This is an optimization exercise on Yosys and OpenROAD, whose aim is small area, a short achievable clock period and few clock cycles per item, not a production implementation. In this exercise RTL edits were held to simulation tests only and were not proved equivalent to the original. Power is estimated from default activity; no workload was simulated.

==> run Z: inputs <==
// siab_adc_hv
module siab_adc_hv (
    input  wire        clk,
    input  wire        rst,
    input  wire        adc_valid,
    input  wire [31:0] adc_word,
    output wire        adc_ready,
    input  wire        cmd_valid,
    input  wire [7:0]  cmd_op,
    input  wire [7:0]  cmd_b1,
    input  wire [7:0]  cmd_b2,
    output wire        cmd_ready,
    output wire        rsp_valid,
    output wire [15:0] rsp_data,
    output reg         hv_en,
    output reg         adc_loop_en,
    output reg         adc_inited,
    output reg  [2:0]  adc_rate_code,
    output reg         hv_safety_en,
    output reg         offset_valid
);
    localparam [7:0] OP_ADC_RATE   = 8'h16;
    localparam [7:0] OP_ADC_INIT   = 8'h17;
    localparam [7:0] OP_ADC_START  = 8'h18;
    localparam [7:0] OP_ADC_STOP   = 8'h19;
    localparam [7:0] OP_ADC_RDAVG  = 8'h1A;
    localparam [7:0] OP_ADC_RECOFF = 8'h1C;
    localparam [7:0] OP_ADC_RDOFF  = 8'h1D;
    localparam [7:0] OP_HV_ON      = 8'h1E;
    localparam [7:0] OP_HV_OFF     = 8'h1F;
    localparam [7:0] OP_HVSAFE_EN  = 8'h20;
  ...
export LEC_CHECK = 0
export CAP_MARGIN = 20
export CORE_MARGIN = 2
export CORE_UTILIZATION = 65
export CTS_BUF_LIST = sky130_fd_sc_hd__clkbuf_8
export CTS_CLUSTER_DIAMETER = 60
export CTS_CLUSTER_SIZE = 12
export SETUP_SLACK_MARGIN = 4.0
export SLEW_MARGIN = 20
export TNS_END_PERCENT = 0
create_clock -name core_clock -period 8.0 [get_ports {clk}]
run.sh (not shown) runs the stock make flow with config.mk's settings and CLKGATE_MAP_FILE= SYNTH_SCRIPT=/design/flow/synth_recipe.tcl, a recipe that flattens the netlist after the stock synthesis.
==> run M (differences from run Z) <==
--- a/flow/design.v
+++ b/flow/design.v
@@ -50,38 +50,36 @@
     reg [2:0]  sr;              
     reg [2:0]  scnt;            
     reg        busy;            
     reg        cdiv;            
     reg [7:0]  op_q;
     reg [7:0]  b1_q;
     reg [7:0]  b2_q;
     reg        rsp_v;
-    reg        rsp_stat;        
     reg [15:0] rsp_d;
     reg [2:0]  estate;
     reg [1:0]  emode;
     reg [15:0] cur;             
     reg [31:0] dvd;             
     reg [15:0] dvs;
     reg [15:0] rem;
     reg [5:0]  itn;             
     reg        stg_v;
     reg        stg_err;
     reg [3:0]  stg_ch;
     reg [23:0] stg_s;
     reg [24:0] sd;              
     reg        adc_rdy;
-    reg [7:0]  swait;           
     reg [15:0] pa;              
     reg [15:0] oa;              
     assign adc_ready = adc_rdy;
-    assign cmd_ready = ~busy & ~swait[7];
+    assign cmd_ready = ~busy;
     assign rsp_valid = rsp_v;
-    assign rsp_data  = {rsp_d[15:9], rsp_stat ? hv_en : rsp_d[8], rsp_d[7:0]};
+    assign rsp_data  = rsp_d;
     integer i;
     wire [3:0]  qc = cmd_b1[3:0];           
     wire [15:0] qa = 16'd1 << qc;
     reg [31:0] r_sum;
     reg [15:0] r_cnt;
     reg [23:0] r_off;
     reg        r_ff, r_hz, r_ho;
     reg [15:0] q_sum, q_off;
@@ -119,51 +117,37 @@
     wire op_off   = (op_q == OP_ADC_RDOFF);
     wire waiting  = busy & ~cdiv;
     wire eng_busy = (estate != E_IDLE);
     wire set_busy = (scnt != 3'd0);
     wire rload    = (estate == E_RLOAD);
     wire samp_acc  = adc_valid & adc_rdy;
     wire samp_take = samp_acc & adc_loop_en & ~stg_err;
     wire        sd_ng = sd[24];
-    wire        gt24  = sd[23:0] > p_off;
-    wire        wrap  = p_off[21:0] > ~hv_max_delta;
+    wire [31:0] sdm   = {{7{sd[24]}}, sd};
+    wire [31:0] off32 = {p_oho ? 8'hFF : {7'd0, ~p_ohz}, p_off};
+    wire        gt    = sdm > off32;
+    wire        wrap  = p_oho & (p_off[21:0] > ~hv_max_delta);
     wire        samp_cut = hv_safety_en & offset_valid &
-                           (p_ohz ? (~sd_ng & gt24) :
-                            p_oho ? (wrap & (~sd_ng | gt24)) : 1'b0);
-    function [31:0] add32(input [31:0] a, input [31:0] b);
-        reg [31:0] g, p, p0;
-        integer d, n;
-        begin
-            g  = a & b;
-            p0 = a ^ b;
-            p  = p0;
-            for (d = 1; d < 32; d = d * 2)
-                for (n = 31; n >= d; n = n - 1) begin
-                    g[n] = g[n] | (p[n] & g[n-d]);
-                    p[n] = p[n] & p[n-d];
-                end
-            add32 = p0 ^ {g[30:0], 1'b0};
-        end
-    endfunction
-    wire [31:0] samp_sum = add32(p_sum, {8'h00, stg_s});
+                           (sd_ng ? (wrap & gt) : (wrap | gt));
+    wire [31:0] samp_sum = p_sum + {8'h00, stg_s};
     wire [15:0] samp_cnt = p_cnt + 16'd1;
     wire        samp_le1 = (p_cnt == 16'h0000) | (p_cnt == 16'hFFFF);
     reg [15:0] zs_s;
     always @(*) begin
         zs_s = zs;
         if (samp_take)
             zs_s[stg_ch] = 1'b0;
     end
     wire hv_s = hv_en & ~(samp_take & samp_cut);
     wire [15:0] rec_new = ~zs_s & ~pend;
     wire [31:0] ld_x    = rload ? p_sum : {p_sum[31:4], 4'h0};
     wire [5:0]  ld_n    = rload ? 6'd32 : 6'd28;
     wire        cnt_le1 = (p_cnt[15:1] == 15'd0);
-    reg         rz;         
+    wire        cnt_1   = cnt_le1 & p_cnt[0];
     wire [23:0] ua_x194 = {b1_q, b2_q} * 8'd194;
     wire [16:0] st_sh  = {rem, dvd[31]};
     wire [17:0] st_sub = {1'b0, st_sh} - {2'b00, dvs};
     wire [15:0] st_rem = st_sub[17] ? st_sh[15:0] : st_sub[15:0];
     wire [31:0] st_dvd = {dvd[30:0], ~st_sub[17]};
     wire        div_last = (estate == E_DIV) & (itn == 6'd1);
     function [3:0] div5(input [3:0] x);    
         case (x)
@@ -190,36 +174,39 @@
         sr_n = sr;
         sq_n = hv_max_delta;
         for (m = 0; m < 4; m = m + 1) begin
             sx   = div5({sr_n, sy[23-m]});
             sr_n = sx[2:0];
             sq_n = {sq_n[20:0], sx[3]};
         end
     end
-    wire cmd_fire = cmd_valid & ~busy & ~swait[7];
+    wire cmd_fire = cmd_valid & ~busy;
     wire q_hit   = samp_take & (stg_ch == qc);
     wire q_empty = zs_s[qc] | pend[qc];
+    wire q_le1   = q_hit ? samp_le1 : le1[qc];
+    wire q_one   = q_hit ? samp_cnt[0] : q_cnt0;
+    wire [15:0] q_avg = q_hit ? samp_sum[19:4] : q_sum;
     reg        q_quick;         
     reg [15:0] q_rsp;
     always @(*) begin
         q_quick = 1'b1;
         q_rsp   = 16'h0000;
         case (cmd_op)
             OP_ADC_RDAVG: begin
                 if (q_empty)                    q_rsp = 16'hFFFF;
-                else if (q_hit | ~le1[qc])      q_quick = 1'b0;
-                else                            q_rsp = q_cnt0 ? q_sum : 16'hFFFF;
+                else if (~q_le1)                q_quick = 1'b0;
+                else                            q_rsp = q_one ? q_avg : 16'hFFFF;
             end
             OP_ADC_RDOFF: begin
                 q_quick = ~pend[qc];
                 q_rsp   = ~offset_valid ? 16'h0000 :
                           q_ff ? 16'hFFFF : q_off;
             end
-            OP_HV_STAT:    q_rsp   = 16'h0000;
+            OP_HV_STAT:    q_rsp   = {7'd0, hv_s, 8'h00};
             default: ;
         endcase
     end
     wire c_empty = zs[b1_q[3:0]] | pend[b1_q[3:0]];
     wire c_le1   = le1[b1_q[3:0]];
     reg        w_done;
     reg [15:0] w_rsp;
     always @(*) begin
@@ -230,17 +217,16 @@
                 if (c_empty)                w_rsp = 16'hFFFF;
                 else if (eng_busy | ~c_le1) w_done = 1'b0;
                 else                        w_rsp = p_cnt[0] ? p_sum[19:4] : 16'hFFFF;
             end
             OP_ADC_RDOFF: begin
                 w_done = ~pend[b1_q[3:0]];
                 w_rsp  = ~offset_valid ? 16'h0000 : p_off[19:4];
             end
-            OP_HV_STAT:    w_rsp  = {7'd0, hv_en, 8'h00};
             default: ;
         endcase
     end
     wire w_fin     = waiting & w_done;
     wire avg_start = waiting & op_avg & ~c_empty & ~c_le1 & ~eng_busy;
     wire q_fin     = cmd_fire & q_quick;
     wire rec_start = cmd_fire & (cmd_op == OP_ADC_RECOFF);
     wire set_start = cmd_fire & (cmd_op == OP_HV_SETMAX);
@@ -328,65 +314,63 @@
             pend_n = rec_new;
             zs_n   = zs_n | pend;
             emode_n = M_REC;
             estate_n = (rec_new != 16'd0) ? E_RLOAD : E_IDLE;
         end
         stg_v_n  = stg_v ? ~samp_acc : adc_valid;
         stg_ch_n = stg_v ? stg_ch : adc_word[3:0];
     end
-    wire        rload_n = rec_start ? (rec_new != 16'd0) :
-                          ((estate == E_RSTO) & ((pend & ~cur) != 16'd0));
-    wire        avg_n   = (cmd_fire & (cmd_op == OP_ADC_RDAVG) & ~q_quick) |
-                          (waiting & op_avg & ~w_done & ~avg_start);
-    wire        off_n   = (cmd_fire & (cmd_op == OP_ADC_RDOFF) & pend[qc]) |
-                          (waiting & op_off & pend[b1_q[3:0]]);
+    wire        rload_n = (estate_n == E_RLOAD);
+    wire        wait_n  = busy_n & ~cdiv_n;
+    wire        avg_n   = wait_n & (op_n == OP_ADC_RDAVG);
+    wire        off_n   = wait_n & (op_n == OP_ADC_RDOFF);
     wire [15:0] pa_n    = rload_n ? lsb16(pend_n) :
                           (16'd1 << (avg_n ? b1_n[3:0] : stg_ch_n));
     wire [15:0] oa_n    = 16'd1 << (off_n ? b1_n[3:0] : stg_ch_n);
     wire        hold_n  = rload_n | avg_n | off_n | pend_n[stg_ch_n] |
                           set_start | (scnt != 3'd0);
     always @(posedge clk) begin
         if (!stg_v) begin
             stg_s   <= adc_word[31:8];
             stg_err <= |adc_word[7:4];
         end
-        sd <= {1'b0, stg_s} - {3'b000, hv_max_delta};
+        sd <= {1'b0, stg_v ? stg_s : adc_word[31:8]} - {3'b000, hv_max_delta};
         pa <= rst ? 16'd0 : (pa_n & ~zs_n);
         oa <= oa_n;
         if (cmd_fire)
             b2_q <= cmd_b2;
         rsp_d <= rsp_d_n;
-        rsp_stat <= cmd_fire & (cmd_op == OP_HV_STAT);
         for (i = 0; i < 16; i = i + 1) begin
             if (samp_take && stg_ch == i) begin
                 acc_sum[i] <= samp_sum;
                 acc_cnt[i] <= samp_cnt;
                 le1[i]     <= samp_le1;
             end
             if (estate == E_RSTO && cur[i]) begin
                 acc_off[i] <= dvd[23:0];
                 off_hz[i]  <= (dvd[31:24] == 8'h00);
                 off_ho[i]  <= (&dvd[31:22]);
             end
         end
-        if (rload) begin
+        if (rload)
             cur <= pa;
-            rz  <= (p_cnt == 16'd0);
-        end
         if (estate == E_DIV) begin
             dvd <= st_dvd;
             rem <= st_rem;
             itn <= itn - 6'd1;
         end
         if (avg_start | rload) begin
             rem <= 16'd0;
             dvs <= p_cnt;
             itn <= ld_n;
-            dvd <= ld_x;
+            if (cnt_le1)
+                dvd <= cnt_1 ? p_sum : 32'hFFFF_FFFF;
+            else
+                dvd <= ld_x;
         end
         if (scnt == 3'd7) begin
             sy <= ua_x194;
             sr <= 3'd0;
         end else begin
             sy <= sy_n;
             sr <= sr_n;
         end
@@ -400,17 +384,16 @@
             emode         <= M_AVG;
             op_q          <= 8'h00;
             b1_q          <= 8'h00;
             pend          <= 16'd0;
             off_ff        <= 16'd0;
             stg_v         <= 1'b0;
             stg_ch        <= 4'd0;
             adc_rdy       <= 1'b0;
-            swait         <= 8'd0;
             zs            <= 16'hFFFF;
             hv_en         <= 1'b0;
             adc_loop_en   <= 1'b0;
             adc_inited    <= 1'b0;
             adc_rate_code <= 3'd0;
             hv_safety_en  <= 1'b0;
             offset_valid  <= 1'b0;
             hv_max_delta  <= 22'd0;
@@ -422,26 +405,22 @@
             estate        <= estate_n;
             emode         <= emode_n;
             op_q          <= op_n;
             b1_q          <= b1_n;
             pend          <= pend_n;
             zs            <= zs_n;
             stg_v         <= stg_v_n;
             stg_ch        <= stg_ch_n;
-            adc_rdy       <= stg_v & stg_v_n & ~hold_n;
-            if (~stg_v_n)
-                swait <= 8'd0;
-            else if (~swait[7])
-                swait <= swait + 8'd1;
+            adc_rdy       <= stg_v_n & ~hold_n;
             hv_en <= hv_s;
             if (rec_start)
                 off_ff <= ~rec_new;
             else if (estate == E_RSTO)
-                off_ff <= rz ? (off_ff | cur) : (off_ff & ~cur);
+                off_ff <= off_ff & ~cur;
             if (set_start)
                 scnt <= 3'd7;
             else if (set_busy)
                 scnt <= scnt - 3'd1;
             if (set_busy & (scnt != 3'd7))
                 hv_max_delta <= sq_n;
             if (cmd_fire) begin
                 case (cmd_op)
==> flow/config.mk (replaced) <==
export PLATFORM = sky130hd
export DESIGN_NAME = siab_adc_hv
export DESIGN_NICKNAME = siab_adc_hv
export VERILOG_FILES = /design/flow/design.v
export SDC_FILE = /design/flow/constraint.sdc
export NUM_CORES = 4
export LEC_CHECK = 0
export CAP_MARGIN = 20
export CORE_MARGIN = 2
export CORE_UTILIZATION = 40
export SETUP_SLACK_MARGIN = 4.0
export SLEW_MARGIN = 20
==> metrics.md <==
| Metric | Value |
|---|---|
| Outcome | complete, no violations |
| Buffers and inverters on the worst path | 2 |
| Footprint of the multi-input gates | 22900 µm² |
| Die ar. | 106000 µm² |
| Summed instance area of the synthesized netlist | 67400 µm² |
| Power Clock | 4.64 mW |
| CP Cell Sequence | clkdlybuf4s50_1 -> nand4b_1 -> buf_4 -> o41a_1 -> mux4_2 -> a211oi_4 -> and3b_4 -> a21oi_4 -> mux2_4 -> nor2b_2 -> a211oi_1 |
| Inserted tap cell count | 1380 |
| Number of cells traversed by the worst hold path | 1 |
| Final cycle utilization of the critical path | 53.8% |
| Vias per cell | 7.50 |
| Detailed router's first-iteration violation count | 8368 |
| Most common library cells after synthesis | edfxtp_1, a22oi_1, nor2_1 |
| Clock sink total | 1537 |
Source of the figures above: run Z

==> metrics.md <==
| Metric | Value |
|---|---|
| Outcome | complete, no violations |
| Power Clock | 7.44 mW |
| Most common library cells after synthesis | edfxtp_1, a22oi_1, nand2_1 |
| Buffers and inverters on the worst path | 6 |
| Summed instance area of the synthesized netlist | 67400 µm² |
| Clock sink total | 1528 |
| Final cycle utilization of the critical path | 55.1% |
| Die ar. | 172000 µm² |
| Inserted tap cell count | 2204 |
| Vias per cell | 6.60 |
Source of the figures above: run M

Testbench counts of run Z, summed over its fixed seeds: cycles 2,417, cmds 2,400.
Testbench counts of run M, summed over its fixed seeds: cycles 2,442, cmds 2,400.

afterwards: timing with drivers on the ports:
Ports are ideal in the flow. The routed layouts listed here were re-timed in OpenROAD.
Step 1, drivers: a clkbuf_16 drives clk and a buf_2 each remaining input, both assumed.
Step 2 times the ports against the registers' clock, not the clock port: input delays grow and output delays shrink by t, the midpoint of the rising clock arrivals with the driver on.
Three values: ideal, step 1, step 2; two values: the first two.
| run | shift t [ns] | setup WS [ns] | hold WS [ns] |
|---|---|---|---|
| run Z | 0.958 | 3.694 / 3.728 / 2.789 | 0.432 / 0.432 / 0.432 |
| run M | 0.875 | 3.595 / 3.595 / 3.109 | 0.429 / 0.429 / 0.429 |
After both steps setup and hold are still met in every run listed. The setup slack of run Z, which loses most, moves by +0.034 ns with the drivers and by -0.905 ns with both steps.
